Source: an optimization exercise on an open RTL-to-GDS flow (aim: small area). Production flows keep margins and buffers that such runs may drop.
Function was checked by simulation only, so behaviour that the tests miss may differ from the original.
No activity file was given, so power comes from the tool's default toggle rates.

**flow/run.sh**
```bash
#!/bin/bash
# Own layout flow: the standard ORFS flow (standard.sh, unchanged synthesis,
# floorplan, tap cells, power grid, placement, CTS and routing), with
#  - the port buffers made with the smallest buffer cell (buf_1) instead of
#    the resizer's default pick, and
#  - the clock tree built from small clock buffers without dummy loads.
# Every port still gets its own buffer; the clock tree is balanced as usual.
set -euo pipefail
cd "$(dirname "$0")/.."
export BUFFER_PORTS_ARGS="-buffer_cell sky130_fd_sc_hd__buf_1"
export CTS_ARGS="-sink_clustering_enable -repair_clock_nets -dont_use_dummy_load -sink_clustering_size 12 -buf_list {sky130_fd_sc_hd__clkbuf_4 sky130_fd_sc_hd__clkbuf_8}"
bash standard.sh > standard_flow.log 2>&1
```
**standard.sh**
```bash
#!/bin/bash
# synth_recipe.tcl (not shown) runs the flow's synth.tcl, then flattens the netlist and writes it again
# the make line also repeats each setting of config.mk as NAME=value (left out here)
make -C /OpenROAD-flow-scripts/flow DESIGN_CONFIG=/design/flow/config.mk WORK_HOME=/design/flow/orfs CLKGATE_MAP_FILE= SYNTH_SCRIPT=/design/flow/synth_recipe.tcl "${@:-finish}"
```
**config.mk**
```make
export PLATFORM = sky130hd
export DESIGN_NAME = usb_msc_bot
export DESIGN_NICKNAME = usb_msc_bot
export VERILOG_FILES = /design/flow/design.v
export SDC_FILE = /design/flow/constraint.sdc
export NUM_CORES = 4
export LEC_CHECK = 0
export CAP_MARGIN = 20
export CORE_MARGIN = 2
export CORE_UTILIZATION = 40
export PLACE_DENSITY = 0.6
export SLEW_MARGIN = 20
```
**constraint.sdc**
```tcl
create_clock -name core_clock -period 10.0 [get_ports {clk}]
set_input_delay 2.0000 -clock core_clock [delete_from_list [all_inputs] [get_ports {clk}]]
set_output_delay 2.0000 -clock core_clock [all_outputs]
set_load 0.01 [all_outputs]
```
**design.v**
```verilog
module usb_msc_bot #(
    parameter [31:0] T_DATA_MS = 32'd250,   
    parameter [31:0] T_CSW_MS  = 32'd100    
) (
    input  wire        clk,
    input  wire        rst,            
    input  wire [31:0] now_ms,         
    input  wire [31:0] flash_blocks,   
    input  wire        out_valid,
    input  wire [7:0]  out_data,
    output wire        out_ready,
    output reg         in_valid,
    output reg  [7:0]  in_data,
    output reg         in_csw,
    input  wire        in_ready,
    output wire        fl_cmd_valid,
    output wire        fl_cmd_write,
    output wire [31:0] fl_cmd_addr,
    output wire [24:0] fl_cmd_len,
    input  wire        fl_sts_valid,
    input  wire        fl_sts_ok,
    output wire        fl_abort,
    input  wire        fl_rd_valid,
    input  wire [7:0]  fl_rd_data,
    output wire        fl_rd_ready,
    output wire        fl_wr_valid,
    output wire [7:0]  fl_wr_data,
    input  wire        fl_wr_ready
);
    genvar gi;
    localparam [2:0] S_CBW   = 3'd0,    
                     S_DISP  = 3'd1,    
                     S_RWAIT = 3'd3,    
                     S_DIN   = 3'd2,    
                     S_WDATA = 3'd5,    
                     S_WSTS  = 3'd4,    
                     S_CPRE  = 3'd7,    
                     S_CSW   = 3'd6;    
    localparam [2:0] K_NODATA = 3'b000,
                     K_RD     = 3'b010,
                     K_WR     = 3'b011,
                     K_RS     = 3'b100,
                     K_INQ    = 3'b101,
                     K_MS     = 3'b110,
                     K_RC     = 3'b111;
    localparam [2:0] L_NONE  = 3'b000,
                     L_INV   = 3'b100,    
                     L_RDERR = 3'b010,    
                     L_WRERR = 3'b011,    
                     L_TMO   = 3'b001;    
    reg  [2:0]  state;
    reg  [2:0]  kind;
    reg         status;       
    reg  [2:0]  sense;
    reg  [63:0] tdr;          
    reg  [38:0] lb;           
    reg  [8:0]  st_lo;        
    reg  [24:0] cnt;          
    reg         bor;          
    reg         sat;          
    wire [15:0] blocks = lb[15:0];
    wire [31:0] dtl    = {tdr[7:0], tdr[15:8], tdr[23:16], tdr[31:24]};
    wire [31:0] start  = {lb[38:16], st_lo};
    assign fl_cmd_addr  = {lb[38:16], 9'd0};
    assign fl_cmd_len   = {blocks, 9'd0};
    wire st_cbw  = (state == S_CBW);
    wire st_disp = (state == S_DISP);
    wire st_din  = (state == S_DIN);
    wire st_csw  = (state == S_CSW);
    wire k_fix   = kind[2];
    wire k_rw    = (kind[2:1] == 2'b01);
    wire k_rd    = (kind == K_RD);
    wire k_wr    = (kind == K_WR);
    wire k_rs    = (kind == K_RS);
    wire blk_nz  = |blocks;
    wire dtl_small = ~|dtl[31:6];
    wire dtl_nz  = |dtl;
    assign fl_cmd_valid = st_disp && k_rw && blk_nz;
    assign fl_cmd_write = kind[0];
    assign fl_abort     = (state == S_CPRE) && k_rd && status;
    wire writing = (st_disp && k_wr && blk_nz) || (state == S_WDATA);
    assign out_ready   = st_cbw || (writing && fl_wr_ready);
    assign fl_wr_valid = writing && out_valid;
    assign fl_wr_data  = out_data;
    assign fl_rd_ready = st_din && k_rd && in_ready;
    wire out_fire = out_valid && out_ready;
    wire cnt_clr;
    wire cnt_en;
    wire [25:0] ic;
    wire [24:0] cnt_inc;
    assign ic[0] = cnt_en;
    generate for (gi = 0; gi < 25; gi = gi + 1) begin : g_inc
        assign cnt_inc[gi] = cnt[gi] ^ ic[gi];
        assign ic[gi+1] = cnt[gi] & ic[gi];
    end endgenerate
    wire [8:0] lb_b;
    wire [7:0] el_lo;
    assign lb_b[0] = 1'b0;
    generate for (gi = 0; gi < 8; gi = gi + 1) begin : g_sub
        assign el_lo[gi] = now_ms[gi] ^ start[gi] ^ lb_b[gi];
        assign lb_b[gi+1] = (~now_ms[gi] & start[gi]) | (~(now_ms[gi] ^ start[gi]) & lb_b[gi]);
    end endgenerate
    wire [23:0] hz = now_ms[31:8] ~^ start[31:8];
    wire [23:0] ho = now_ms[31:8] | ~start[31:8];
    wire hi_zero = (hz[0] == ~lb_b[8]) && ((ho[22:0] ~^ hz[23:1]) == 23'h7FFFFF);
    wire expired = !hi_zero ||
                   (st_csw ? (el_lo >= T_CSW_MS[7:0]) : (el_lo >= T_DATA_MS[7:0]));
    wire [1:0] k = kind[1:0];
    wire [3:0] ci = cnt[3:0];      
    wire [5:0] i = cnt[5:0];
    wire [7:0] rom;
    assign rom[0] = (i[4] & i[3] & i[2] & ~i[1]) | (i[4] & ~i[3] & i[1] & ~i[0]) | (k[0] & ~i[4] & i[3] & ~i[2] & ~i[0]) | (i[5] & ~i[1] & ~i[0]) | (k[1] & ~k[0] & ~i[1] & ~i[0]) | (i[4] & ~i[3] & i[2] & i[1]) | (k[0] & i[4] & ~i[3] & ~i[2] & ~i[0]) | (k[0] & i[3] & i[2] & ~i[1] & i[0]) | (i[4] & i[3] & ~i[2] & i[1] & i[0]) | (~k[1] & k[0] & ~i[4] & ~i[3] & i[2] & ~i[1] & ~i[0]);
    assign rom[1] = (k[0] & i[3] & i[2] & ~i[1]) | (k[0] & i[4] & ~i[3] & ~i[1] & ~i[0]) | (k[0] & ~i[4] & i[3] & ~i[2] & i[0]) | (i[5] & ~i[1] & i[0]) | (k[1] & i[2] & i[1] & ~i[0]) | (k[1] & ~k[0] & ~i[1] & ~i[0]) | (i[4] & ~i[3] & i[2] & i[1] & i[0]) | (~k[0] & ~i[3] & i[2] & i[1] & i[0]) | (~k[1] & k[0] & i[2] & ~i[1] & ~i[0]) | (~k[1] & k[0] & ~i[5] & ~i[4] & ~i[2] & i[1] & i[0]);
    assign rom[2] = (i[4] & ~i[3] & i[2] & ~i[1]) | (k[0] & ~i[4] & i[3] & ~i[1] & i[0]) | (i[5] & ~i[1] & i[0]) | (k[0] & ~i[4] & i[3] & ~i[2] & ~i[1]) | (i[4] & i[3] & ~i[2] & i[1] & ~i[0]) | (k[0] & ~i[4] & i[3] & ~i[2] & i[0]) | (~k[1] & k[0] & ~i[3] & i[2] & ~i[1] & ~i[0]);
    assign rom[3] = (i[4] & i[2] & ~i[1] & i[0]) | (k[0] & ~i[4] & i[3] & ~i[1] & i[0]) | (k[0] & ~i[4] & i[3] & i[1] & ~i[0]) | (i[5] & ~i[1] & i[0]) | (i[4] & ~i[3] & ~i[2] & i[1] & ~i[0]) | (i[4] & i[3] & ~i[2] & ~i[1] & ~i[0]) | (~k[0] & ~i[3] & i[2] & i[1] & i[0]) | (i[4] & i[3] & ~i[2] & i[1] & i[0]) | (~k[1] & k[0] & ~i[4] & ~i[3] & i[2] & ~i[1] & ~i[0]);
    assign rom[4] = (i[5] & ~i[0]) | (k[0] & i[4] & ~i[3] & ~i[2] & ~i[1]) | (i[5] & i[1]) | (i[4] & i[3] & i[2] & ~i[1] & ~i[0]) | (i[4] & ~i[3] & i[2] & i[1] & i[0]) | (k[0] & ~i[4] & i[3] & ~i[2] & i[1] & i[0]) | (k[0] & ~i[4] & i[3] & i[2] & i[1] & ~i[0]) | (k[0] & ~i[4] & i[3] & ~i[2] & ~i[1] & ~i[0]) | (~k[1] & ~k[0] & ~i[4] & ~i[3] & ~i[2] & ~i[1] & ~i[0]) | (~k[1] & k[0] & ~i[4] & ~i[3] & i[2] & ~i[1] & ~i[0]);
    assign rom[5] = (i[5]) | (i[4] & i[3] & i[2] & i[1]) | (i[4] & i[3] & ~i[2] & ~i[1] & i[0]) | (i[4] & ~i[3] & ~i[2] & i[1] & i[0]) | (k[0] & i[3] & i[2] & i[1] & i[0]) | (~k[1] & ~k[0] & ~i[4] & ~i[3] & ~i[2] & ~i[1] & ~i[0]);
    assign rom[6] = (i[4] & ~i[3] & i[2]) | (k[0] & ~i[4] & i[3] & ~i[2]) | (k[0] & i[3] & i[2] & ~i[1]) | (k[0] & i[4] & ~i[2] & ~i[0]) | (k[0] & ~i[4] & i[3] & ~i[0]) | (k[0] & i[3] & ~i[2] & i[1]) | (k[0] & i[4] & ~i[3] & ~i[1]) | (~k[1] & ~k[0] & ~i[4] & ~i[3] & ~i[2] & ~i[1] & ~i[0]);
    assign rom[7] = (k[1] & ~k[0] & i[1] & ~i[0]);
    wire [3:0] s_key = {sense == L_TMO, sense == L_INV, sense[1] | sense[0], |sense};
    wire [7:0] s_asc = {2'b00, sense == L_INV, sense == L_RDERR, {2{sense == L_WRERR}},
                        1'b0, sense == L_RDERR};
    reg [7:0] fb_b;
    always @(*) begin
        case (i[1:0])
            2'd0: fb_b = flash_blocks[31:24];
            2'd1: fb_b = flash_blocks[23:16];
            2'd2: fb_b = flash_blocks[15:8];
            default: fb_b = flash_blocks[7:0];
        endcase
    end
    wire [7:0] var_b = ((k == 2'd0 && i[4:0] == 5'd2) ? {4'h0, s_key} : 8'h00) |
                       ((k == 2'd0 && i[3:0] == 4'd12) ? s_asc : 8'h00) |
                       ((k == 2'd3 && !i[2]) ? fb_b : 8'h00);
    wire [7:0] din_b = k_fix ? (rom | var_b) : fl_rd_data;
    reg [5:0] fix_n;
    always @(*) begin
        case (k)
            2'd0:    fix_n = 6'd18;
            2'd1:    fix_n = 6'd36;
            2'd2:    fix_n = 6'd4;
            default: fix_n = 6'd8;
        endcase
    end
    wire rw_last  = (cnt_inc == {blocks, 9'd0});
    wire din_last = k_fix ? ((cnt_inc[5:0] == fix_n) ||
                             (dtl_small && cnt_inc[5:0] == dtl[5:0]))
                          : rw_last;
    wire       x_rw  = k_wr || (k_rd && !status);
    wire       x_fix = k_fix && !status;
    reg [7:0] x_b;
    always @(*) begin
        case (ci[1:0])
            2'd0: x_b = x_fix ? {2'b00, fix_n} : 8'h00;
            2'd1: x_b = x_rw ? {blocks[6:0], 1'b0} : 8'h00;
            2'd2: x_b = x_rw ? blocks[14:7] : 8'h00;
            default: x_b = {7'd0, x_rw && blocks[15]};
        endcase
    end
    wire [7:0] sub_a  = ci[3] ? tdr[63:56] : tdr[31:24];
    wire       bor_in = (ci[1:0] != 2'd0) && bor;
    wire [8:0] db;
    wire [7:0] diff;
    assign db[0] = bor_in;
    generate for (gi = 0; gi < 8; gi = gi + 1) begin : g_res
        assign diff[gi] = sub_a[gi] ^ x_b[gi] ^ db[gi];
        assign db[gi+1] = (~sub_a[gi] & x_b[gi]) | (~(sub_a[gi] ^ x_b[gi]) & db[gi]);
    end endgenerate
    reg [7:0] csw_b;
    always @(*) begin
        if (ci[3:2] == 2'd0) begin
            case (ci[1:0])
                2'd0: csw_b = 8'h55;
                2'd1: csw_b = 8'h53;
                2'd2: csw_b = 8'h42;
                default: csw_b = 8'h53;
            endcase
        end else if (ci[3:2] == 2'd1)
            csw_b = tdr[63:56];
        else if (ci[3:2] == 2'd2)
            csw_b = sat ? 8'h00 : diff;
        else
            csw_b = {7'd0, status};
    end
    always @(*) begin
        in_csw   = st_csw;
        in_valid = st_csw || (st_din && (k_fix || fl_rd_valid));
        in_data  = st_csw ? csw_b : din_b;
    end
    wire in_fire = in_valid && in_ready;
    wire cbw_fire  = st_cbw && out_fire;
    wire lb_shift  = cbw_fire && ((cnt[4:0] >= 5'd17 && cnt[4:0] <= 5'd20) ||
                                  cnt[4:0] == 5'd22 || cnt[4:0] == 5'd23);
    wire lb_take   = state[0];
    wire lb_hold   = !lb_shift && !lb_take;
    assign cnt_en  = (st_csw || st_din) ? in_fire : out_fire;
    assign cnt_clr = (cbw_fire && cnt[4:0] == 5'd30) || (state == S_CPRE) ||
                     (st_csw && ((in_fire && ci == 4'd12) || expired));
    wire csw_shift = st_csw && in_fire && (ci[3] ^ ci[2]);
    always @(posedge clk) begin
        if ((cbw_fire && cnt[4:0] >= 5'd4 && cnt[4:0] <= 5'd11) || csw_shift)
            tdr <= {tdr[55:0], out_data};
        lb[38:16] <= ({23{lb_shift}} & lb[30:8]) |
                     ({23{lb_take}}  & now_ms[31:9]) |
                     ({23{lb_hold}}  & lb[38:16]);
        if (lb_shift)
            lb[15:0] <= {lb[7:0], out_data};
        if (lb_take)
            st_lo <= now_ms[8:0];
        if (st_csw && in_fire) begin
            bor <= db[8];
            if (ci == 4'd7)
                sat <= db[8];
        end
    end
    wire sig_bad = cbw_fire && (cnt[4:2] == 3'd0) &&
                   (out_data != ((cnt[1:0] == 2'd3) ? 8'h43 :
                                 (cnt[1:0] == 2'd2) ? 8'h42 :
                                 (cnt[1:0] == 2'd1) ? 8'h53 : 8'h55));
    wire sig_ok = !cnt[5];
    always @(posedge clk) begin
        if (rst || cnt_clr)
            cnt <= 25'd0;
        else
            cnt <= {cnt_inc[24:6], cnt_inc[5] | sig_bad, cnt_inc[4:0]};
    end
    always @(posedge clk) begin
        if (rst) begin
            state <= S_CBW;
            sense <= L_NONE;
        end else begin
            case (state)
            S_CBW: if (out_fire) begin
                if (cnt[4:0] == 5'd15 && sig_ok) begin
                    status <= 1'b0;
                    case (out_data)
                        8'h00: begin kind <= K_NODATA; status <= (sense != L_NONE); end
                        8'h03: kind <= K_RS;
                        8'h12: kind <= K_INQ;
                        8'h1A: kind <= K_MS;
                        8'h25: kind <= K_RC;
                        8'h28: kind <= K_RD;
                        8'h2A: kind <= K_WR;
                        8'h1B, 8'h1E: kind <= K_NODATA;
                        default: begin
                            kind   <= K_NODATA;
                            status <= 1'b1;
                            sense  <= L_INV;
                        end
                    endcase
                end
                if (cnt[4:0] == 5'd30) begin
                    if (sig_ok)
                        state <= S_DISP;
                end
            end
            S_DISP: begin
                if (k_fix) begin
                    if (!dtl_nz)
                        state <= S_CPRE;
                    else
                        state <= S_DIN;
                end else if (k_rw && blk_nz) begin
                    if (k_rd)
                        state <= S_RWAIT;
                    else
                        state <= S_WDATA;
                end else
                    state <= S_CPRE;
            end
            S_RWAIT: if (fl_sts_valid) begin
                if (fl_sts_ok)
                    state <= S_DIN;
                else begin
                    status <= 1'b1;
                    sense  <= L_RDERR;
                    state  <= S_CSW;
                end
            end
            S_DIN: begin
                if (in_fire && din_last)
                    state <= S_CPRE;
                else if (expired) begin
                    status <= 1'b1;
                    state  <= S_CPRE;
                end
            end
            S_WDATA: if (out_fire && rw_last) state <= S_WSTS;
            S_WSTS: if (fl_sts_valid) begin
                if (!fl_sts_ok) begin
                    status <= 1'b1;
                    sense  <= L_WRERR;
                end
                state <= S_CPRE;
            end
            S_CPRE: begin
                if (k_rs && !status)
                    sense <= L_NONE;
                else if ((k_fix || k_rd) && status && sense == L_NONE)
                    sense <= L_TMO;
                state <= S_CSW;
            end
            S_CSW: begin
                if ((in_fire && ci == 4'd12) || expired)
                    state <= S_CBW;
            end
            default: state <= S_CBW;
            endcase
        end
    end
endmodule
```
==> metrics.yaml, run 1 <==
final_layout:
  seq_area_sq_mm: 0.00393
  syn_to_final_growth_pct: 10.9
  drive_gt1_share_pct: 6.36
  design_area_sq_mm: 0.00972
  n_fill_cell: 2131
  final_cells: 1239
  mostFrequentLayoutCell: "buf_1"
  fin_nets: 1121
  diodes: 0
  multiInputGateArea_sq_mm: 0.00438
  layout_common_cells: "buf_1 (150), nand2_1 (95), edfxtp_1 (95)"
critical_path:
  crit_buf_inv: 2
  reg2reg_to: "status"
  regToRegStartpoint: "lb[1]"
  crit_fanout: 12
  reg2reg_slack_ns: 2.07
  critPathSlowestCell: "edfxtp_1"
  path_depth: 16
  worstSetupEndpoint: "in_data[7]"
  start_kind: "flop"
  cpMostUsedCell: "fa_1"
  cp-startpoint: "kind[0]"
  crit_required_ns: 8.00
  path_class: "reg2out"
  reg2reg_depth: 38
  max_stage_delay_ns: 0.57
  cp_cell_sequence: "inv_1 > ha_1 > a21oi_1 > nor2_1 > nand3_1 > fa_1 > fa_1 > fa_1 > fa_1 > fa_1 > fa_1 > fa_1 > fa_1 > a22oi_1 > o22ai_1 > buf_1"
  endpoint_kind: "output pin"
  path_delay_family: "adder cells"
  cp.arrival_ns: 6.53
global_routing:
  grt_max_degree: 65
  antenna_found_initial: 0
  grt_first_pass_wirelength_microns: 37900
  grt_overflow: 0
  grt_pass1_vias: 6635
  grt_use_total_pct: 21.1
clocking:
  insertion_delay_ns: 0.46
  cts_tree: "built"
  clk_pin_slew_ns: 0.07
  post-cts-setup-buffers: 0
  cts_resized: 0
  cts_root_buffer: "clkbuf_8"
  max-clock-path-buffers: 2
  clock_sinks: 149
  cts_hold_buf: 0
  cts_made_buffers: 17
  htree_levels: 4
yosys:
  ys_ff_latch: 149
  synth_area_sq_mm: 0.00877
  yosys_warnings: 1
  synth_top_area_share_pct: 32.5
  synth.avg_cell_area_sq_um: 10.6
  yosys.area.top_type: "edfxtp_1"
  synthArstFlopShare_pct: 0
  synth_cell_types: 77
  synth_area_leaders: "edfxtp_1 (33%), dfxtp_1 (12%), ha_1 (8.1%)"
  yosysSeqAreaShare_pct: 44.9
  synth-main-ff-cell: "edfxtp_1"
  synth_edf_count: 95
  synthCells: 827
die:
  coreArea_sq_mm: 0.0217
  core.rowCount: 54
  start_util_pct: 40.4
  die_h_microns: 152
  die-area_sq_mm: 0.0231
  dieWidth_microns: 152
  io_pins: 169
placement:
  portBuffers: 150
  placedCellCount: 1222
  placed_area_sq_mm: 0.00949
  gp_congestion: 0.924
  hpwl_microns: 18100
sta:
  fin_crit_ns: 8.53
  finClkSkew_ns: 0.0462
  holdWs_ns: 0.411
  post-route-period-util_pct: 85.3
  finalHoldViolCount: 0
  finalMaxSlewViolations: 0
  final.setup.tns_ns: 0
  finalSetupViolations: 0
  fmax_mhz: 117
  worstMarginPinSlew_ns: 0.814
  slew-limit-headroom_pct: 45.6
  rsz0062_at_grt: "false"
worst_hold_path:
  holdCritPathClass: "reg2reg"
power:
  p_per_area_mw_per_mm2: 186
  cellLeakagePower_nw: 3.74
  vdd_drop_max_uv: 79.2
drt:
  vias_per_cell: 5.53
  drt_iter0_markers: 602
  wl_per_cell_microns: 19.5
  first_pass_iters: 7
  vias: 6851
  drt_wl_total_microns: 24200
  drtAntennaViolNets: 0
  drc_errors: 0
flow_run:
  cap_viol_max_count: 0
run_status:
  outcome: "timing/DRC/antenna clean"
report_power, final:
part	switching [mW]	internal [mW]	leakage [nW]
clock	0.196	0.150	0.122
sequential	0.0889	0.725	1.30
combinational	0.383	0.269	2.31
sequential cells by signal (all words and copies together), names as in the netlist:
| signal | flops |
|---|---|
| bor | 1 |
| cnt | 25 |
| kind | 3 |
| lb | 39 |
| sat | 1 |
| sense | 3 |
| st_lo | 9 |
| state | 3 |
| status | 1 |
| tdr | 64 |
worst min-delay path by stage:
stage | start | to | cells after the start
4_1_cts | tdr[48] | tdr[56] | 0
3_5_place_dp | tdr[40] | tdr[48] | 0
3_3_place_gp | tdr[34] | tdr[42] | 0
6_report | tdr[48] | tdr[56] | 0
2_1_floorplan | tdr[32] | tdr[40] | 0
5_1_grt | tdr[48] | tdr[56] | 0
logic make-up (layout without fill, tap and decap cells):
| family | count (synthesis) | count (layout) | share of synthesized area [%] |
|---|---|---|---|
| mux | 21 | 21 | 3.57 |
| compound gates | 158 | 158 | 13.4 |
| buf+inv | 110 | 225 | 5.95 |
| flops | 149 | 149 | 44.9 |
| fa+ha+maj | 72 | 72 | 11.6 |
| other cells | 1 | 18 | 0.0428 |
| simple gates | 262 | 262 | 15.3 |
| xor+xnor | 54 | 54 | 5.39 |
through the flow:
stage	utilization, %	setup slack (ns)	total power [mW]
final	44.8	1.47	1.81
after global routing	44.8	1.10	1.93
after CTS	44.8	1.54	1.82
after detailed placement	43.8	1.34	1.47
after global placement	43.8	1.48	1.47
after floorplan	-	1.89	1.27
synthesized netlist by cell type, types with 16 or more instances:
master,count
edfxtp_1,95
clkbuf_1,25
nor4_1,16
nand2_1,95
a22oi_1,35
dfxtp_1,54
a21oi_1,20
nand3_1,23
ha_1,57
inv_1,47
o21ai_0,18
buf_4,27
and2_1,27
nor2_1,29
xor2_1,39
final cells by class:
| type | instances | share of cell area, % |
|---|---|---|
| flip-flops and latches | 149 | 40.5 |
| multi-input cells | 585 | 45.1 |
| repair buffers | 161 | 6.64 |
| clock buffers | 17 | 2.41 |
| inverters | 47 | 1.81 |
| well taps | 280 | 3.60 |
worst register-to-register path: cells and delay by family (launching register included):
kind / cells / cell delay (ns)
AOI/OAI and AO/OA: 7 / 1.53
xor gates and xnor gates: 1 / 0.15
adders and majority gates: 24 / 4.45
DFF: 1 / 0.55
and+or+nand+nor: 6 / 1.03
layer usage:
layer  share of wire (%)  wire length [microns]  track usage [%]
met5                   0                      0                0
met4                 1.8                    428             5.96
met3                 8.2                   1970             4.45
met2                  46                  11000             33.1
met1                  44                  10700             29.6
==> inputs of run 2 (changes only) <==
--- a/flow/run.sh
+++ b/flow/run.sh
@@ -8,5 +8,5 @@
 set -euo pipefail
 cd "$(dirname "$0")/.."
 export BUFFER_PORTS_ARGS="-buffer_cell sky130_fd_sc_hd__buf_1"
-export CTS_ARGS="-sink_clustering_enable -repair_clock_nets -dont_use_dummy_load -sink_clustering_size 12 -buf_list {sky130_fd_sc_hd__clkbuf_4 sky130_fd_sc_hd__clkbuf_8}"
+export CTS_ARGS="-sink_clustering_enable -repair_clock_nets -dont_use_dummy_load -sink_clustering_size 20 -buf_list {sky130_fd_sc_hd__clkbuf_16}"
 bash standard.sh > standard_flow.log 2>&1
==> metrics.yaml, run 2 <==
clocking:
  insertion_delay_ns: 0.43
  cts_tree: "built"
  htree_levels: 4
  cts_resized: 0
  clk_pin_slew_ns: 0.05
  post-cts-setup-buffers: 0
  cts_made_buffers: 17
  cts_hold_buf: 0
  cts_root_buffer: "clkbuf_16"
  clock_sinks: 149
  max-clock-path-buffers: 2
global_routing:
  grt_pass1_vias: 6646
  grt_max_degree: 65
  antenna_found_initial: 0
  grt_first_pass_wirelength_microns: 38000
  grt_overflow: 0
  grt_use_total_pct: 21.2
yosys:
  synthCells: 827
  synth-xor-area-share_pct: 5.39
  synthArstFlopShare_pct: 0
  synthAdderAreaFrac_pct: 11.6
  synthSimpleGateAreaFrac_pct: 15.3
  synthMuxAreaShare_pct: 3.57
  yosys_warnings: 1
  synth-main-ff-cell: "edfxtp_1"
  synth_cell_types: 77
  yosysSeqAreaShare_pct: 44.9
  synth_compound_area_share_pct: 13.4
  synth_edf_count: 95
  synth_area_leaders: "edfxtp_1 (33%), dfxtp_1 (12%), ha_1 (8.1%)"
  synth_area_sq_mm: 0.00877
  synth.avg_cell_area_sq_um: 10.6
  synth_top_family_by_area: "simple AND/OR/NAND/NOR gates"
  ys_ff_latch: 149
  yosys.area.top_type: "edfxtp_1"
  synth_top_area_share_pct: 32.5
  synth_common_cells: "edfxtp_1 (95), nand2_1 (95), ha_1 (57)"
final_layout:
  largest_reg_flops: 64
  top_register: "tdr"
  design_area_sq_mm: 0.00992
  diodes: 0
  mostFrequentLayoutCell: "buf_1"
  layout_common_cells: "buf_1 (150), nand2_1 (95), edfxtp_1 (95)"
  reg_top3: "tdr x64, lb x39, cnt x25"
  fin_nets: 1121
  syn_to_final_growth_pct: 13.1
  drive_gt1_share_pct: 6.36
critical_path:
  crit_required_ns: 8.00
  cp.arrival_ns: 6.45
  reg2reg_to: "status"
  path_class: "reg2out"
  start_kind: "flop"
  regToRegStartpoint: "lb[1]"
  reg2reg_depth: 38
  reg2reg_slack_ns: 2.05
  cp-startpoint: "kind[0]"
  worstSetupEndpoint: "in_data[7]"
  crit_fanout: 12
  endpoint_kind: "output pin"
sta:
  fin_crit_ns: 8.45
  finalSetupViolations: 0
  slew-limit-headroom_pct: 45.2
  post-route-period-util_pct: 84.5
  finClkSkew_ns: 0.0330
  finalHoldViolCount: 0
  fmax_mhz: 118
  finalMaxSlewViolations: 0
  rsz0062_at_grt: "false"
  final.setup.tns_ns: 0
  worstMarginPinSlew_ns: 0.820
placement:
  placed_area_sq_mm: 0.00949
  gp_congestion: 0.924
  hpwl_microns: 18100
  portBuffers: 150
power:
  p_per_area_mw_per_mm2: 199
  seqPwrFrac_pct: 41.2
  p_int_mw: 1.29
  pwr-share-comb_pct: 33.0
  swShare_pct: 34.8
  clockPowerShare_pct: 25.8
  cellLeakagePower_nw: 3.82
  vdd_drop_max_uv: 113
  power_switching_uw: 688
die:
  coreArea_sq_mm: 0.0217
  start_util_pct: 40.4
  core.rowCount: 54
  die_h_microns: 152
  die-area_sq_mm: 0.0231
  io_pins: 169
  dieWidth_microns: 152
drt:
  first_pass_iters: 7
  drt_wl_total_microns: 24200
  drc_errors: 0
  wl_per_cell_microns: 19.5
  drt_iter0_markers: 581
  drtAntennaViolNets: 0
  vias: 6905
  vias_per_cell: 5.57
run_status:
  outcome: "timing/DRC/antenna clean"
worst_hold_path:
  holdCritPathClass: "reg2reg"
flow_run:
  cap_viol_max_count: 0
run 2: cell counts after synthesis:
No cell type changed its count.
run 2: worst min path at each step:
| stage | depth (start not counted) | slack [ns] | endpoint | start |
|---|---|---|---|---|
| 2_1_floorplan | 0 | 0.40 | tdr[40] | tdr[32] |
| 3_3_place_gp | 0 | 0.40 | tdr[42] | tdr[34] |
| 3_5_place_dp | 0 | 0.40 | tdr[48] | tdr[40] |
| 4_1_cts | 0 | 0.41 | tdr[56] | tdr[48] |
| 5_1_grt | 0 | 0.43 | tdr[56] | tdr[48] |
| 6_report | 0 | 0.41 | tdr[56] | tdr[48] |
run 2: through the flow:
stage	cells	hold WS [ns]	power (mW)	worst slack, ns	utilization [%]
2_1_floorplan	844	0.400	1.27	1.89	-
3_3_place_gp	1222	0.401	1.47	1.48	43.8
3_5_place_dp	1222	0.405	1.47	1.34	43.8
4_1_cts	1239	0.410	1.99	1.57	45.7
5_1_grt	1239	0.425	2.10	1.12	45.7
6_report	1239	0.409	1.98	1.55	45.7
run 2: cells by family after synthesis:
family                     Yosys count
AOI/OAI and AO/OA                  158
xor gates and xnor gates            54
adders and majority gates           72
buffers and inverters              110
DFF                                149
muxes                               21
other                                1
and+or+nand+nor                    262
run 2: power groups by stage:
stage	registers, mW	clock network [mW]	logic (mW)
4_1_cts	0.816	0.522	0.652
2_1_floorplan	0.813	0	0.461
3_3_place_gp	0.827	0	0.645
3_5_place_dp	0.828	0	0.647
5_1_grt	0.828	0.546	0.725
6_report	0.815	0.510	0.651
run 2: layout make-up:
type                    instances  area (sq um)
multi-input cells             585          4380
well taps                     280           350
flip-flops and latches        149          3930
clock buffers                  17           425
fillers                      2103         11800
inverters                      47           176
repair buffers                161           646
run 2: layer usage:
metal,share of wire (%),GRT usage [%],up-vias
met5,0,0,-
met4,1.9,6.45,0
met3,7.2,4.65,30
met2,46,32.9,322
met1,45,29.7,3290
li1,-,-,3263
run 2: critical path: stages, from the launching register on:
cell	delay (ns)
edfxtp_1	0.56
inv_1	0.18
ha_1	0.44
a21oi_1	0.13
nor2_1	0.36
nand3_1	0.17
fa_1	0.44
fa_1	0.46
fa_1	0.46
fa_1	0.46
fa_1	0.46
fa_1	0.47
fa_1	0.44
fa_1	0.49
a22oi_1	0.07
o22ai_1	0.25
buf_1	0.19
==> inputs of run 3 (changes only) <==
==> flow/run.sh (replaced) <==
#!/bin/bash
# Own layout flow: the standard ORFS flow (standard.sh), with three changes.
#  - Synthesis is ORFS's synthesis exactly as synth_recipe.tcl runs it, except
#    that ABC maps the logic with an area-oriented script (flow/area.abc)
#    instead of ORFS's speed script. Registers are mapped before ABC runs,
#    so they are the standard synthesis's registers, names and cell types.
#  - The port buffers are made with the smallest buffer cell (buf_1).
#  - The clock tree is built from clkbuf_4/clkbuf_8 without dummy loads.
# Floorplan, tap cells, power grid, placement, CTS and routing are ORFS's.
set -euo pipefail
cd "$(dirname "$0")/.."
W=$PWD
mkdir -p "$W/own"
# ORFS synth.tcl, with the ABC script swapped right after the preamble sets it
sed -e "s#^source \$::env(SCRIPTS_DIR)/synth_preamble.tcl\$#&\nset abc_args [lreplace \$abc_args 1 1 $W/flow/area.abc]#" \
    "$FLOW_HOME/scripts/synth.tcl" > "$W/own/synth_area.tcl"
grep -q "flow/area.abc" "$W/own/synth_area.tcl"
sed -e "s#^source \$::env(SCRIPTS_DIR)/synth.tcl\$#source $W/own/synth_area.tcl#" \
    "$W/synth_recipe.tcl" > "$W/own/synth_recipe_area.tcl"
grep -q "own/synth_area.tcl" "$W/own/synth_recipe_area.tcl"
sed -e "s#SYNTH_SCRIPT=[^ ]*#SYNTH_SCRIPT=$W/own/synth_recipe_area.tcl#" \
    "$W/standard.sh" > "$W/own/standard_area.sh"
grep -q "own/synth_recipe_area.tcl" "$W/own/standard_area.sh"
export BUFFER_PORTS_ARGS="-buffer_cell sky130_fd_sc_hd__buf_1"
export CTS_ARGS="-sink_clustering_enable -repair_clock_nets -dont_use_dummy_load -sink_clustering_size 12 -buf_list {sky130_fd_sc_hd__clkbuf_4 sky130_fd_sc_hd__clkbuf_8}"
bash "$W/own/standard_area.sh" > "$W/standard_flow.log" 2>&1
==> flow/area.abc (new file) <==
strash; dch -f; map -a; strash; dch -f; map -a; strash; dch -f; map -a; topo; buffer -c; upsize -c; dnsize -c
==> metrics.yaml, run 3 <==
critical_path:
  crit_fanout: 8
  critPathSlowestCell: "edfxtp_1"
  path_class: "reg2out"
  path_delay_family: "adder cells"
  start_kind: "flop"
  crit_buf_inv: 2
  reg2reg_slack_ns: 1.90
  crit_required_ns: 8.00
  cp_cell_sequence: "inv_1 > ha_1 > nand2_1 > o22ai_1 > nand2_1 > fa_1 > fa_1 > fa_1 > fa_1 > fa_1 > fa_1 > fa_1 > fa_1 > a21oi_1 > o32ai_1 > buf_1"
  cpMostUsedCell: "fa_1"
  cp.arrival_ns: 6.64
  endpoint_kind: "output pin"
  max_stage_delay_ns: 0.51
global_routing:
  grt_pass1_vias: 6769
  antenna_found_initial: 0
  grt_overflow: 0
  grt_max_degree: 65
  grt_use_total_pct: 21.6
  grt_first_pass_wirelength_microns: 37000
placement:
  placed_area_sq_mm: 0.00929
  pre_cts_slack_ns: 1.04
  gp_congestion: 0.955
  portBuffers: 150
  hpwl_microns: 19100
yosys:
  synth_top_area_share_pct: 33.3
  synthArstFlopShare_pct: 0
  yosys.area.top_type: "edfxtp_1"
  synth_cell_types: 55
  synth_common_cells: "inv_1 (122), edfxtp_1 (95), nand2_1 (86)"
  synthCells: 899
  synth.avg_cell_area_sq_um: 9.54
  synth-main-ff-cell: "edfxtp_1"
  synth_area_sq_mm: 0.00858
  yosys_warnings: 1
  yosysSeqAreaShare_pct: 45.9
  synth.most_common_cell: "inv_1"
  synth_edf_count: 95
  synth_area_leaders: "edfxtp_1 (33%), dfxtp_1 (13%), ha_1 (8.3%)"
  ys_ff_latch: 149
power:
  vdd_drop_max_uv: 87.6
  power.total_mw: 1.79
  p_per_area_mw_per_mm2: 188
  cellLeakagePower_nw: 3.65
sta:
  fin_crit_ns: 8.64
  finalHoldViolCount: 0
  finalSetupViolations: 0
  final.setup.tns_ns: 0
  finalMaxSlewViolations: 0
  fmax_mhz: 116
  worstMarginPinSlew_ns: 0.993
  rsz0062_at_grt: "false"
  setup_ws_ns: 1.36
  slew-limit-headroom_pct: 33.6
  finClkSkew_ns: 0.0221
  post-route-period-util_pct: 86.4
drt:
  drc_errors: 0
  vias_per_cell: 5.53
  wl_per_cell_microns: 18.9
  drt_wl_total_microns: 24800
  drtAntennaViolNets: 0
  drt_iter0_markers: 631
  first_pass_iters: 5
  vias: 7264
final_layout:
  design_area_sq_mm: 0.00953
  drive_gt1_share_pct: 4.91
  top_register: "tdr"
  reg_top3: "tdr x64, lb x39, cnt x25"
  diodes: 0
  mostFrequentLayoutCell: "buf_1"
  syn_to_final_growth_pct: 11.1
  n_fill_cell: 2095
  largest_reg_flops: 64
  final_util_pct: 45.3
  fin_nets: 1201
  layout_common_cells: "buf_1 (150), inv_1 (122), edfxtp_1 (95)"
clocking:
  cts_made_buffers: 17
  clock_sinks: 149
  insertion_delay_ns: 0.44
  cts_tree: "built"
  clk_pin_slew_ns: 0.08
  cts_resized: 0
  cts_root_buffer: "clkbuf_8"
  htree_levels: 4
  cts_hold_buf: 0
  max-clock-path-buffers: 2
  post-cts-setup-buffers: 0
die:
  die-area_sq_mm: 0.0226
  die_h_microns: 150
  coreArea_sq_mm: 0.0210
  io_pins: 169
  dieWidth_microns: 150
  start_util_pct: 40.8
  core.rowCount: 53
flow_run:
  cap_viol_max_count: 0
worst_hold_path:
  holdCritPathClass: "reg2reg"
run_status:
  outcome: "timing/DRC/antenna clean"
-- run 3: changes by cell type after synthesis, sizes merged, moves of 10 or more --
cell,previous run,this run
nor2,29,85
a21oi,20,34
xor2,39,14
nor2b,13,0
a22o,10,0
o221ai,2,15
and2,27,1
o21ai,18,48
mux2,12,0
inv,47,132
nor3,12,28
a22oi,35,45
-- run 3: layout make-up --
| cell class | instances | area, sq um | area share, % |
|---|---|---|---|
| timing repair buffer | 155 | 601 | 6.30 |
| clock buffer | 17 | 234 | 2.46 |
| inverter | 136 | 512 | 5.37 |
| sequential | 149 | 3930 | 41.3 |
| tap | 275 | 344 | 3.61 |
| multi-input combinational | 582 | 3900 | 41.0 |
-- run 3: logic make-up (layout without fill, tap and decap cells) --
| family | Yosys count | after routing | synth area share [%] |
|---|---|---|---|
| AND/OR/NAND/NOR | 263 | 263 | 14.1 |
| AO/OA/AOI/OAI | 204 | 204 | 16.2 |
| buffers and inverters | 185 | 308 | 9.42 |
| flip-flops | 149 | 149 | 45.9 |
| adder cells (fa/ha/maj) | 72 | 72 | 11.8 |
| XOR/XNOR | 25 | 25 | 2.55 |
| other | 1 | 18 | 0.0437 |
-- run 3: final timing paths --
kind         startpoint          to  cells past startpoint
max reg2reg       lb[1]    state[0]                     41
min reg2reg     tdr[53]     tdr[61]                      0
max             kind[0]  in_data[7]                     16
min             tdr[53]     tdr[61]                      0
-- run 3: where the power goes --
part	internal, mW	switching, mW	leakage [nW]
registers	0.726	0.0762	1.30
logic	0.238	0.407	2.22
clock network	0.150	0.191	0.122
-- run 3: worst register-to-register path: cells and delay by family (launching register included) --
kind | cells | cell delay, ns
adder cells (fa/ha/maj) | 23 | 4.31
flip-flops | 1 | 0.55
AND/OR/NAND/NOR | 9 | 1.34
AO/OA/AOI/OAI | 8 | 1.70
buffers and inverters | 1 | 0.06
-- run 3: through the flow --
step	instances	hold WS, ns
floorplan	916	0.400
global placement	1297	0.400
detailed placement	1297	0.405
CTS	1314	0.408
global route	1314	0.408
finish	1314	0.406
-- run 3: metal layers --
layer	track usage, %	wire length (microns)
met2	31.5	10800
met5	0	0
met1	32.0	11200
met4	7.50	524
met3	4.21	2190
==> inputs of run 4 (changes only) <==
==> flow/area.abc (replaced) <==
strash; dch -f; map -a; strash; dch -f; map -a; strash; dch -f; map -a; topo
==> metrics.yaml, run 4 <==
critical_path:
  reg2reg_to: "state[1]"
  start_kind: "input port"
  reg2reg_slack_ns: 1.40
  reg2reg_depth: 44
  cp.arrival_ns: 9.33
  critPathSlowestCell: "a2111oi_0"
  path_class: "in2reg"
  crit_required_ns: 10.36
  crit_fanout: 3
  cpMostUsedCell: "ha_1"
  path_depth: 38
  crit_buf_inv: 3
  regToRegStartpoint: "state[0]"
  path_delay_family: "adder cells"
  max_stage_delay_ns: 0.57
  endpoint_kind: "flop"
yosys:
  synth-main-ff-cell: "edfxtp_1"
  synth_top_area_share_pct: 34.0
  synthArstFlopShare_pct: 0
  yosysSeqAreaShare_pct: 46.9
  synthCells: 876
  synth_edf_count: 95
  synth.most_common_cell: "clkinv_1"
  yosys.area.top_type: "edfxtp_1"
  synth_cell_types: 39
  synth_area_leaders: "edfxtp_1 (34%), dfxtp_1 (13%), ha_1 (8.5%)"
  synth_common_cells: "clkinv_1 (136), edfxtp_1 (95), nand2_1 (87)"
  synth.avg_cell_area_sq_um: 9.57
  ys_ff_latch: 149
  yosys_warnings: 1
  synth_area_sq_mm: 0.00839
global_routing:
  grt_use_total_pct: 22.4
  grt_max_degree: 65
  grt_overflow: 0
  grt_pass1_vias: 6749
  grt_first_pass_wirelength_microns: 37800
  antenna_found_initial: 0
sta:
  setup_ws_ns: 1.03
  slew-limit-headroom_pct: 27.9
  final.setup.tns_ns: 0
  post-route-period-util_pct: 89.7
  rsz0062_at_grt: "false"
  fmax_mhz: 112
  fin_crit_ns: 8.97
  worstMarginPinSlew_ns: 1.08
  finalMaxSlewViolations: 0
  finalHoldViolCount: 0
  finClkSkew_ns: 0.0269
  finalSetupViolations: 0
clocking:
  cts_tree: "built"
  cts_made_buffers: 17
  max-clock-path-buffers: 2
  htree_levels: 4
  clock_sinks: 149
  cts_resized: 0
  insertion_delay_ns: 0.45
  post-cts-setup-buffers: 0
  clk_pin_slew_ns: 0.09
  cts_root_buffer: "clkbuf_8"
  cts_hold_buf: 0
die:
  die_h_microns: 149
  die-area_sq_mm: 0.0221
  coreArea_sq_mm: 0.0204
  dieWidth_microns: 149
  io_pins: 169
  start_util_pct: 41.0
  core.rowCount: 52
final_layout:
  n_fill_cell: 2052
  mostFrequentLayoutCell: "buf_1"
  reg_top3: "tdr x64, lb x39, cnt x25"
  layout_common_cells: "buf_1 (150), clkinv_1 (136), edfxtp_1 (95)"
  diodes: 0
  top_register: "tdr"
  drive_gt1_share_pct: 3.07
  fin_nets: 1205
  largest_reg_flops: 64
  final_cells: 1313
  syn_to_final_growth_pct: 12.8
power:
  p_per_area_mw_per_mm2: 187
  vdd_drop_max_uv: 77.3
  cellLeakagePower_nw: 3.31
drt:
  wl_per_cell_microns: 18.9
  vias: 7287
  drtAntennaViolNets: 0
  first_pass_iters: 5
  vias_per_cell: 5.55
  drc_errors: 0
  drt_wl_total_microns: 24900
  drt_iter0_markers: 567
run_status:
  outcome: "timing/DRC/antenna clean"
placement:
  portBuffers: 150
  pre_cts_slack_ns: 0.733
  placedCellCount: 1296
  hpwl_microns: 19400
  gp_congestion: 0.910
flow_run:
  cap_viol_max_count: 0
worst_hold_path:
  hold_start: "tdr[49]"
  min_to: "tdr[57]"
  holdCritPathClass: "reg2reg"
  holdPathStages: 0
run 4: cell types whose count changed after synthesis, sizes merged:
cell / delta
clkinv: +132
inv: -132
buf: -7
clkbuf: -16
run 4: how the worst max path moves through the flow:
| stage | from | to | slack (ns) |
|---|---|---|---|
| floorplan | fl_rd_valid | state[1] | 1.75 |
| global placement | fl_rd_valid | state[1] | 0.97 |
| detailed placement | fl_rd_valid | state[1] | 0.73 |
| CTS | cnt[1] | in_data[7] | 1.15 |
| global route | state[0] | state[1] | 0.53 |
| finish | fl_rd_valid | state[1] | 1.03 |
run 4: layout make-up:
cell class,instances,area (sq um),share of cell area [%]
tap,270,338,3.57
sequential,149,3930,41.6
clock buffer,17,234,2.47
inverter,136,510,5.40
multi-input combinational,582,3810,40.3
timing repair buffer,159,631,6.67
run 4: cells by family (layout without fill, tap and decap cells):
logic type	Yosys count	in the layout	synth area share, %
AND/OR/NAND/NOR	263	263	13.8
AO/OA/AOI/OAI	204	204	16.1
buffers and inverters	162	312	8.42
flip-flops	149	149	46.9
adder cells (fa/ha/maj)	72	72	12.1
XOR/XNOR	25	25	2.61
other	1	18	0.0447
run 4: power breakdown:
group	total, mW	switching (mW)	internal (mW)
Clock	0.340	0.190	0.150
Sequential	0.810	0.0837	0.726
Combinational	0.623	0.392	0.232
run 4: layer usage:
metal,part of all wire (%),track usage (%),wire (microns)
met2,44,33.5,11000
met3,6.2,4.13,1540
met4,2.1,7.29,529
met1,48,32.7,11800
met5,0,0,0
run 4: through the flow:
step / utilization (%) / hold slack (ns) / power, mW / cell area, sq um
global route: 46.3 / 0.406 / 1.89 / 9460
CTS: 46.3 / 0.402 / 1.78 / 9460
global placement: 45.2 / 0.401 / 1.43 / 9230
floorplan: - / 0.400 / 1.22 / 8450
finish: 46.3 / 0.405 / 1.77 / 9460
detailed placement: 45.2 / 0.405 / 1.44 / 9230
run 4: worst register-to-register path: cells and delay by family (launching register included):
kind	cells	cell delay, ns
AOI/OAI and AO/OA	8	1.73
adders and majority gates	23	4.31
buffers and inverters	4	0.84
DFF	1	0.52
and+or+nand+nor	9	1.13
==> inputs of run 5 (changes only) <==
--- a/design.v
+++ b/design.v
@@ -142,7 +142,7 @@
             default: fix_n = 6'd8;
         endcase
     end
-    wire rw_last  = (cnt_inc == {blocks, 9'd0});
+    wire rw_last  = (&cnt_inc[24:9]) && !(|cnt_inc[8:0]);
     wire din_last = k_fix ? ((cnt_inc[5:0] == fix_n) ||
                              (dtl_small && cnt_inc[5:0] == dtl[5:0]))
                           : rw_last;
@@ -221,6 +221,8 @@
     always @(posedge clk) begin
         if (rst || cnt_clr)
             cnt <= 25'd0;
+        else if (st_disp)
+            cnt <= {~blocks, cnt_inc[8:0]};
         else
             cnt <= {cnt_inc[24:6], cnt_inc[5] | sig_bad, cnt_inc[4:0]};
     end
==> metrics.yaml, run 5 <==
run_status:
  outcome: "timing/DRC/antenna clean"
die:
  coreArea_sq_mm: 0.0204
  die_h_microns: 148
  dieWidth_microns: 148
  io_pins: 169
  core.rowCount: 52
  start_util_pct: 41.0
  die-area_sq_mm: 0.0220
sta:
  finalSetupViolations: 0
  finalHoldViolCount: 0
  post-route-period-util_pct: 83.5
  fmax_mhz: 120
  final.setup.tns_ns: 0
  setup_ws_ns: 1.65
  fin_crit_ns: 8.35
  finalMaxSlewViolations: 0
  finClkSkew_ns: 0.0277
  rsz0062_at_grt: "false"
  slew-limit-headroom_pct: 39.7
  worstMarginPinSlew_ns: 0.881
yosys:
  synth_area_leaders: "edfxtp_1 (34%), dfxtp_1 (13%), ha_1 (8.5%)"
  ys_ff_latch: 149
  synthCells: 871
  yosysSeqAreaShare_pct: 47.2
  yosys.area.top_type: "edfxtp_1"
  synth_edf_count: 95
  synth_area_sq_mm: 0.00834
  synth.avg_cell_area_sq_um: 9.58
  synth.most_common_cell: "clkinv_1"
  yosys_warnings: 1
  synth_top_area_share_pct: 34.2
  synth_cell_types: 41
  synth_common_cells: "clkinv_1 (121), edfxtp_1 (95), nor2_1 (93)"
  synth-main-ff-cell: "edfxtp_1"
  synthArstFlopShare_pct: 0
drt:
  drtAntennaViolNets: 0
  vias: 7128
  first_pass_iters: 5
  drc_errors: 0
  drt_wl_total_microns: 24200
  vias_per_cell: 5.45
  drt_iter0_markers: 487
  wl_per_cell_microns: 18.5
final_layout:
  mostFrequentLayoutCell: "buf_1"
  multiInputGateArea_sq_mm: 0.00383
  drive_gt1_share_pct: 3.56
  reg_top3: "tdr x64, lb x39, cnt x25"
  fin_nets: 1201
  syn_to_final_growth_pct: 13.0
  largest_reg_flops: 64
  diodes: 0
  top_register: "tdr"
  layout_common_cells: "buf_1 (150), clkinv_1 (121), edfxtp_1 (95)"
  n_fill_cell: 1992
  seq_area_sq_mm: 0.00393
critical_path:
  crit_fanout: 15
  endpoint_kind: "output pin"
  start_kind: "flop"
  path_class: "reg2out"
  crit_required_ns: 8.00
  cp.arrival_ns: 6.35
clocking:
  insertion_delay_ns: 0.44
  htree_levels: 4
  cts_resized: 0
  post-cts-setup-buffers: 0
  cts_hold_buf: 0
  clock_sinks: 149
  cts_tree: "built"
  max-clock-path-buffers: 2
  cts_root_buffer: "clkbuf_8"
  clk_pin_slew_ns: 0.09
  cts_made_buffers: 17
placement:
  pre_cts_slack_ns: 1.61
  portBuffers: 150
  gp_congestion: 0.931
  hpwl_microns: 18900
flow_run:
  cap_viol_max_count: 0
global_routing:
  grt_first_pass_wirelength_microns: 37300
  grt_use_total_pct: 22.2
  grt_pass1_vias: 6817
  antenna_found_initial: 0
  grt_overflow: 0
  grt_max_degree: 65
power:
  vdd_drop_max_uv: 115
  cellLeakagePower_nw: 3.31
  p_per_area_mw_per_mm2: 206
worst_hold_path:
  holdCritPathClass: "reg2reg"
## run 5: cell types whose count changed after synthesis, sizes merged, moves of 3 or more
cell,before,now
xnor2,11,4
o2111ai,6,2
nand4,11,18
nand3,25,21
a211oi,5,19
nor2,85,93
o211ai,2,5
a22oi,45,38
a31oi,10,4
a21oi,34,39
o221ai,15,11
clkinv,136,121
a41oi,3,0
## run 5: layer usage
layer	global-route usage, %	up-vias	wire length [microns]
met5	0	-	0
met4	8.48	0	744
met3	3.90	49	1780
met2	35.1	330	10900
met1	30.6	3282	10800
li1	-	3467	-
## run 5: final cells by class
| class | instances | share of cell area (%) |
|---|---|---|
| sequential | 149 | 41.7 |
| clock buffer | 17 | 2.48 |
| timing repair buffer | 160 | 6.77 |
| inverter | 121 | 4.82 |
| tap | 270 | 3.58 |
| multi-input combinational | 592 | 40.6 |
## run 5: final timing paths
check | depth (start not counted) | end | start | slack (ns)
min | 0 | tdr[63] | tdr[55] | 0.40
min reg2reg | 0 | tdr[63] | tdr[55] | 0.40
max | 15 | in_data[7] | kind[2] | 1.65
max reg2reg | 40 | state[1] | kind[2] | 2.19
## run 5: worst max-delay path: stages (launching register included)
cell and delay, ns:
edfxtp_1 0.66, clkinv_1 0.29, nand2_1 0.13, o22ai_1 0.51
nand2_1 0.16, fa_1 0.45, fa_1 0.46, fa_1 0.46
fa_1 0.46, fa_1 0.46, fa_1 0.47, fa_1 0.45
fa_1 0.49, a31oi_1 0.11, o22ai_1 0.19, buf_1 0.17
## run 5: power breakdown
part	switching (mW)	total [mW]	leakage, nW	internal (mW)
Sequential	0.0896	0.841	1.31	0.751
Combinational	0.483	0.761	1.89	0.279
Clock	0.188	0.338	0.122	0.150
Total	0.760	1.94	3.31	1.18
## run 5: kinds of logic (layout without fill, tap and decap cells)
logic type / Yosys count / count (layout) / share of synthesized area (%)
compound gates: 204 / 204 / 16.1
xor+xnor: 17 / 17 / 1.78
fa+ha+maj: 72 / 72 / 12.1
buf+inv: 147 / 298 / 7.78
flops: 149 / 149 / 47.2
other cells: 1 / 18 / 0.0449
simple gates: 281 / 281 / 15.0
## run 5: metrics by stage
| stage | total power, mW | cell area (sq um) | instances | utilization [%] | hold WS [ns] |
|---|---|---|---|---|---|
| after global routing | 2.08 | 9430 | 1309 | 46.3 | 0.412 |
| after CTS | 1.95 | 9430 | 1309 | 46.3 | 0.405 |
| after detailed placement | 1.61 | 9190 | 1292 | 45.1 | 0.405 |
| after global placement | 1.60 | 9190 | 1292 | 45.1 | 0.401 |
| final | 1.94 | 9430 | 1309 | 46.3 | 0.403 |
| after floorplan | 1.35 | 8410 | 888 | - | 0.400 |
==> inputs of run 6 (changes only) <==
--- a/flow/run.sh
+++ b/flow/run.sh
@@ -1,9 +1,11 @@
 #!/bin/bash
 # Own layout flow: the standard ORFS flow (standard.sh), with three changes.
 #  - Synthesis is ORFS's synthesis exactly as synth_recipe.tcl runs it, except
-#    that ABC maps the logic with an area-oriented script (flow/area.abc)
-#    instead of ORFS's speed script. Registers are mapped before ABC runs,
-#    so they are the standard synthesis's registers, names and cell types.
+#    that full/half adders are not extracted into adder cells (ADDER_MAP_FILE
+#    empty) and ABC maps all the logic with an area-oriented script
+#    (flow/area.abc, ABC's area mapper amap) instead of ORFS's speed script.
+#    Registers are mapped before ABC runs and neither change touches them, so
+#    they are the standard synthesis's registers, names and cell types.
 #  - The port buffers are made with the smallest buffer cell (buf_1).
 #  - The clock tree is built from clkbuf_4/clkbuf_8 without dummy loads.
 # Floorplan, tap cells, power grid, placement, CTS and routing are ORFS's.
@@ -21,6 +23,7 @@
 sed -e "s#SYNTH_SCRIPT=[^ ]*#SYNTH_SCRIPT=$W/own/synth_recipe_area.tcl#" \
     "$W/standard.sh" > "$W/own/standard_area.sh"
 grep -q "own/synth_recipe_area.tcl" "$W/own/standard_area.sh"
+export ADDER_MAP_FILE=
 export BUFFER_PORTS_ARGS="-buffer_cell sky130_fd_sc_hd__buf_1"
 export CTS_ARGS="-sink_clustering_enable -repair_clock_nets -dont_use_dummy_load -sink_clustering_size 12 -buf_list {sky130_fd_sc_hd__clkbuf_4 sky130_fd_sc_hd__clkbuf_8}"
 bash "$W/own/standard_area.sh" > "$W/standard_flow.log" 2>&1
==> flow/area.abc (replaced) <==
strash; dch -f; amap; strash; dch -f; amap; strash; dch -f; amap; topo
--- a/config.mk
+++ b/config.mk
@@ -5,8 +5,8 @@
 export SDC_FILE = /design/flow/constraint.sdc
 export NUM_CORES = 4
 export LEC_CHECK = 0
-export CAP_MARGIN = 20
+export CAP_MARGIN = 0
 export CORE_MARGIN = 2
 export CORE_UTILIZATION = 40
 export PLACE_DENSITY = 0.6
-export SLEW_MARGIN = 20
+export SLEW_MARGIN = 0
==> metrics.yaml, run 6 <==
run_status:
  outcome: "timing/DRC/antenna clean"
yosys:
  yosysSeqAreaShare_pct: 49.5
  synth_cell_types: 48
  synth_common_cells: "nor2_1 (133), clkinv_1 (115), edfxtp_1 (95)"
  synth.avg_cell_area_sq_um: 8.73
  synthCells: 911
  yosys_warnings: 1
  synth_area_sq_mm: 0.00795
  yosys.area.top_type: "edfxtp_1"
  synthArstFlopShare_pct: 0
  ys_ff_latch: 149
  synth.most_common_cell: "nor2_1"
  synth-main-ff-cell: "edfxtp_1"
  synth_area_leaders: "edfxtp_1 (36%), dfxtp_1 (14%), nor2_1 (6.3%)"
  synth_top_area_share_pct: 35.9
  synth_edf_count: 95
flow_run:
  cap_viol_max_count: 0
sta:
  worstMarginPinSlew_ns: 1.10
  rsz0062_at_grt: "false"
  finalHoldViolCount: 0
  finClkSkew_ns: 0.0309
  final.setup.tns_ns: 0
  fmax_mhz: 128
  slew-limit-headroom_pct: 26.5
  post-route-period-util_pct: 78.2
  finalSetupViolations: 0
  fin_crit_ns: 7.82
  finalMaxSlewViolations: 0
  holdWs_ns: 0.391
power:
  vdd_drop_max_uv: 103
  p_per_area_mw_per_mm2: 210
  cellLeakagePower_nw: 2.79
critical_path:
  cpMostUsedCell: "nand2_1"
  crit_fanout: 6
  endpoint_kind: "flop"
  reg2reg_to: "state[2]"
  path_class: "in2reg"
  cp.arrival_ns: 8.13
  start_kind: "input port"
  regToRegStartpoint: "kind[2]"
  crit_required_ns: 10.31
  critPathSlowestCell: "or4b_1"
  reg2reg_depth: 44
  max_stage_delay_ns: 0.60
  reg2reg_slack_ns: 2.36
clocking:
  cts_resized: 0
  clock_sinks: 149
  post-cts-setup-buffers: 0
  cts_root_buffer: "clkbuf_8"
  htree_levels: 4
  cts_made_buffers: 17
  cts_tree: "built"
  max-clock-path-buffers: 2
  clk_pin_slew_ns: 0.09
  cts_hold_buf: 0
  insertion_delay_ns: 0.45
final_layout:
  final_cells: 1343
  syn_to_final_growth_pct: 13.6
  reg_top3: "tdr x64, lb x39, cnt x25"
  fin_nets: 1168
  drive_gt1_share_pct: 2.60
  design_area_sq_mm: 0.00903
  layout_common_cells: "buf_1 (150), nor2_1 (131), clkinv_1 (115)"
  n_fill_cell: 1980
  mostFrequentLayoutCell: "buf_1"
  top_register: "tdr"
  diodes: 0
  largest_reg_flops: 64
drt:
  drt_iter0_markers: 698
  wl_per_cell_microns: 18.7
  drt_wl_total_microns: 25100
  drc_errors: 0
  vias: 7654
  first_pass_iters: 6
  drtAntennaViolNets: 0
  vias_per_cell: 5.70
global_routing:
  grt_pass1_vias: 6898
  grt_max_degree: 65
  grt_first_pass_wirelength_microns: 38500
  antenna_found_initial: 0
  grt_overflow: 0
  grt_use_total_pct: 23.4
die:
  dieWidth_microns: 145
  core.rowCount: 51
  io_pins: 169
  die-area_sq_mm: 0.0210
  coreArea_sq_mm: 0.0195
  die_h_microns: 145
  start_util_pct: 40.9
placement:
  gp_congestion: 0.932
  hpwl_microns: 18800
  placed_area_sq_mm: 0.00880
  portBuffers: 150
  placedCellCount: 1326
worst_hold_path:
  min_to: "tdr[54]"
  hold_start: "tdr[46]"
  holdCritPathClass: "reg2reg"
  holdPathStages: 0
[run 6: changes by cell type in the layout (fill, tap and decap cells not counted), sizes merged, moves of 16 or more]
cell   before  now
nor2       93  133
ha         57    0
o21a        1   17
o21ai      48   78
a21oi      39   64
[run 6: cell families after synthesis]
logic type	count (synthesis)	share of synthesized area [%]
other	1	0.0472
AOI/OAI and AO/OA	301	24.7
DFF	149	49.5
buffers and inverters	141	7.88
and+or+nand+nor	319	17.9
[run 6: per-stage QoR]
| stage | power (mW) | utilization, % | worst slack, ns |
|---|---|---|---|
| floorplan | 1.31 | - | 2.72 |
| global placement | 1.55 | 45.2 | 2.22 |
| detailed placement | 1.55 | 45.2 | 1.95 |
| CTS | 1.89 | 46.4 | 2.41 |
| global route | 2.01 | 46.4 | 1.44 |
| finish | 1.89 | 46.4 | 2.18 |
[run 6: report_power, final]
part	total [mW]	internal, mW	switching (mW)
logic	0.719	0.254	0.465
clock network	0.347	0.150	0.197
registers	0.829	0.744	0.0849
[run 6: layout make-up]
cell class              instances  area (sq um)  area share [%]
clock buffers                  17           234            2.59
multi-input cells             638          3470            38.4
well taps                     265           332            3.67
repair buffers                159           631            6.98
flip-flops and latches        149          3930            43.6
inverters                     115           432            4.78
[run 6: critical path: cells and delay by family]
family	cells	cell delay, ns
compound gates	5	1.39
simple gates	28	4.13
buf+inv	9	0.59
[run 6: worst max path at each step]
| stage | start | end | depth (start not counted) |
|---|---|---|---|
| after global placement | fl_wr_ready | state[2] | 42 |
| after detailed placement | fl_wr_ready | state[2] | 42 |
| final | fl_wr_ready | state[2] | 42 |
| after CTS | fl_wr_ready | state[2] | 42 |
| after floorplan | fl_wr_ready | state[2] | 41 |
| after global routing | kind[2] | state[2] | 44 |
[run 6: metal layers]
metal,vias up,GRT usage (%),part of all wire [%]
met5,-,0,0
met4,0,8.12,2.4
met3,45,4.53,8.3
met2,363,36.0,44
met1,3547,33.1,45
li1,3699,-,-
==> inputs of run 7 (changes only) <==
--- a/config.mk
+++ b/config.mk
@@ -5,8 +5,8 @@
 export SDC_FILE = /design/flow/constraint.sdc
 export NUM_CORES = 4
 export LEC_CHECK = 0
-export CAP_MARGIN = 0
+export CAP_MARGIN = 20
 export CORE_MARGIN = 2
 export CORE_UTILIZATION = 40
 export PLACE_DENSITY = 0.6
-export SLEW_MARGIN = 0
+export SLEW_MARGIN = 20
==> metrics.yaml, run 7 <==
sta:
  finClkSkew_ns: 0.0311
  finalSetupViolations: 0
  post-route-period-util_pct: 77.5
  worstMarginPinSlew_ns: 0.917
  finalMaxSlewViolations: 0
  final.setup.tns_ns: 0
  rsz0062_at_grt: "false"
  finalHoldViolCount: 0
  fmax_mhz: 129
  fin_crit_ns: 7.75
  slew-limit-headroom_pct: 37.3
  setup_ws_ns: 2.25
drt:
  vias_per_cell: 5.69
  drtAntennaViolNets: 0
  drc_errors: 0
  drt_wl_total_microns: 25100
  first_pass_iters: 6
  wl_per_cell_microns: 18.7
  drt_iter0_markers: 691
  vias: 7653
power:
  power.total_mw: 1.89
  cellLeakagePower_nw: 2.80
  vdd_drop_max_uv: 102
  p_per_area_mw_per_mm2: 209
die:
  die_h_microns: 145
  dieWidth_microns: 145
  coreArea_sq_mm: 0.0195
  core.rowCount: 51
  die-area_sq_mm: 0.0210
  start_util_pct: 40.9
  io_pins: 169
final_layout:
  syn_to_final_growth_pct: 13.9
  multiInputGateArea_sq_mm: 0.00347
  fin_nets: 1169
  reg_top3: "tdr x64, lb x39, cnt x25"
  layout_common_cells: "buf_1 (150), nor2_1 (131), clkinv_1 (115)"
  top_register: "tdr"
  n_fill_cell: 1977
  final_cells: 1344
  largest_reg_flops: 64
  diodes: 0
  seq_area_sq_mm: 0.00393
  drive_gt1_share_pct: 2.69
  mostFrequentLayoutCell: "buf_1"
clocking:
  post-cts-setup-buffers: 0
  clock_sinks: 149
  insertion_delay_ns: 0.46
  cts_root_buffer: "clkbuf_8"
  cts_tree: "built"
  cts_hold_buf: 0
  cts_resized: 0
  max-clock-path-buffers: 2
  cts_made_buffers: 17
  clk_pin_slew_ns: 0.09
  htree_levels: 4
placement:
  hpwl_microns: 18800
  portBuffers: 150
  pre_cts_slack_ns: 1.95
  placedCellCount: 1326
  gp_congestion: 0.932
critical_path:
  start_kind: "input port"
  regToRegStartpoint: "kind[2]"
  reg2reg_depth: 44
  path_class: "in2reg"
  path_depth: 42
  cp.arrival_ns: 8.06
  reg2reg_to: "state[2]"
  cpMostUsedCell: "nand2_1"
  crit_fanout: 6
  reg2reg_slack_ns: 2.44
  max_stage_delay_ns: 0.60
  endpoint_kind: "flop"
  crit_required_ns: 10.31
  crit_buf_inv: 9
  path_delay_family: "simple AND/OR/NAND/NOR gates"
  critPathSlowestCell: "or4b_1"
yosys:
  yosys.area.top_type: "edfxtp_1"
  synthArstFlopShare_pct: 0
  synth-main-ff-cell: "edfxtp_1"
  ys_ff_latch: 149
  synth_edf_count: 95
  yosysSeqAreaShare_pct: 49.5
  synth_common_cells: "nor2_1 (133), clkinv_1 (115), edfxtp_1 (95)"
  synth_area_leaders: "edfxtp_1 (36%), dfxtp_1 (14%), nor2_1 (6.3%)"
  yosys_warnings: 1
  synthCells: 911
  synth.most_common_cell: "nor2_1"
  synth_top_area_share_pct: 35.9
  synth.avg_cell_area_sq_um: 8.73
  synth_cell_types: 48
  synth_area_sq_mm: 0.00795
global_routing:
  grt_first_pass_wirelength_microns: 38500
  grt_pass1_vias: 6898
  grt_use_total_pct: 23.4
  grt_max_degree: 65
  grt_overflow: 0
  antenna_found_initial: 0
run_status:
  outcome: "timing/DRC/antenna clean"
worst_hold_path:
  min_to: "tdr[54]"
  hold_start: "tdr[46]"
  holdCritPathClass: "reg2reg"
  holdPathStages: 0
flow_run:
  cap_viol_max_count: 0
==> run 7: worst reg2reg max path, delay by kind of cell (launching register included) <==
kind | cells | cell delay [ns]
compound gates | 7 | 1.75
buf+inv | 8 | 0.72
flops | 1 | 0.68
simple gates | 29 | 4.29
==> run 7: area by class of cell <==
cell class / count / area share (%)
Clock buffer: 17 / 2.58
Inverter: 115 / 4.77
Multi-Input combinational cell: 638 / 38.3
Sequential cell: 149 / 43.4
Tap cell: 265 / 3.66
Timing Repair Buffer: 160 / 7.27
==> run 7: cells by family (layout without fill, tap and decap cells) <==
family	count (synthesis)	in the layout	share of synthesized area, %
and+or+nand+nor	319	319	17.9
AOI/OAI and AO/OA	301	301	24.7
DFF	149	149	49.5
buffers and inverters	141	292	7.88
other	1	18	0.0472
==> run 7: report_power, final <==
group	internal, mW	switching (mW)	total (mW)
Combinational	0.254	0.465	0.719
Sequential	0.744	0.0852	0.829
Clock	0.150	0.194	0.344
Total	1.15	0.745	1.89
==> run 7: worst max path at each step <==
stage | start | end | slack [ns]
floorplan | fl_wr_ready | state[2] | 2.72
global route | kind[2] | state[2] | 1.44
CTS | fl_wr_ready | state[2] | 2.41
detailed placement | fl_wr_ready | state[2] | 1.95
finish | fl_wr_ready | state[2] | 2.25
global placement | fl_wr_ready | state[2] | 2.22
==> run 7: layer usage <==
metal	vias to the layer above	part of all wire (%)	global-route usage [%]	wire [microns]
li1	3703	-	-	-
met4	0	2.1	8.12	535
met2	347	44	36.0	11100
met1	3564	46	33.1	11500
met3	39	7.7	4.53	1940
met5	-	0	0	0
==> run 7: through the flow <==
stage / util (%) / hold WS (ns) / area (sq um)
floorplan: - / 0.400 / 8020
global placement: 45.2 / 0.401 / 8800
detailed placement: 45.2 / 0.405 / 8800
CTS: 46.4 / 0.394 / 9030
global route: 46.5 / 0.398 / 9060
finish: 46.5 / 0.393 / 9060

==> afterwards: timing with drivers on the ports <==
No port has a modelled driver above. Below, the same layouts with a new extraction and two added sets of constraints.
Step 1 (the two cells are an assumption about what drives the block):
set clk [get_ports {clk}]
set_driving_cell -lib_cell sky130_fd_sc_hd__clkbuf_16 $clk
set_driving_cell -lib_cell sky130_fd_sc_hd__buf_2 [delete_from_list [all_inputs] $clk]
Step 2 times the ports against the registers' clock, not the clock port: input delays grow and output delays shrink by t, the midpoint of the rising clock arrivals with the driver on.
a / b / c = no drivers / after step 1 / after step 2; a / b = the first two.
run	t (ns)	slack for setup (ns)	worst setup path at the end	latest minus earliest clock arrival (ns)	worst register clock-pin slew, ns
run 1	0.478	1.469 / 1.425 / 1.298	input to register	0.047 / 0.046	0.11 / 0.11
run 2	0.457	1.554 / 1.507 / 1.291	input to register	0.034 / 0.034	0.08 / 0.08
run 3	0.465	1.356 / 1.318 / 0.980	input to register	0.022 / 0.022	0.08 / 0.08
run 4	0.472	1.032 / 1.031 / 0.560	input to register	0.027 / 0.027	0.09 / 0.09
run 5	0.469	1.653 / 1.613 / 1.540	input to register	0.028 / 0.028	0.09 / 0.09
run 6	0.482	2.176 / 2.191 / 1.709	input to register	0.034 / 0.035	0.09 / 0.09
run 7	0.481	2.254 / 2.269 / 1.788	input to register	0.034 / 0.034	0.09 / 0.09
After both steps setup and hold are still met in every run listed. The setup slack of run 4, which loses most, moves by -0.001 ns with the drivers and by -0.472 ns with both steps.
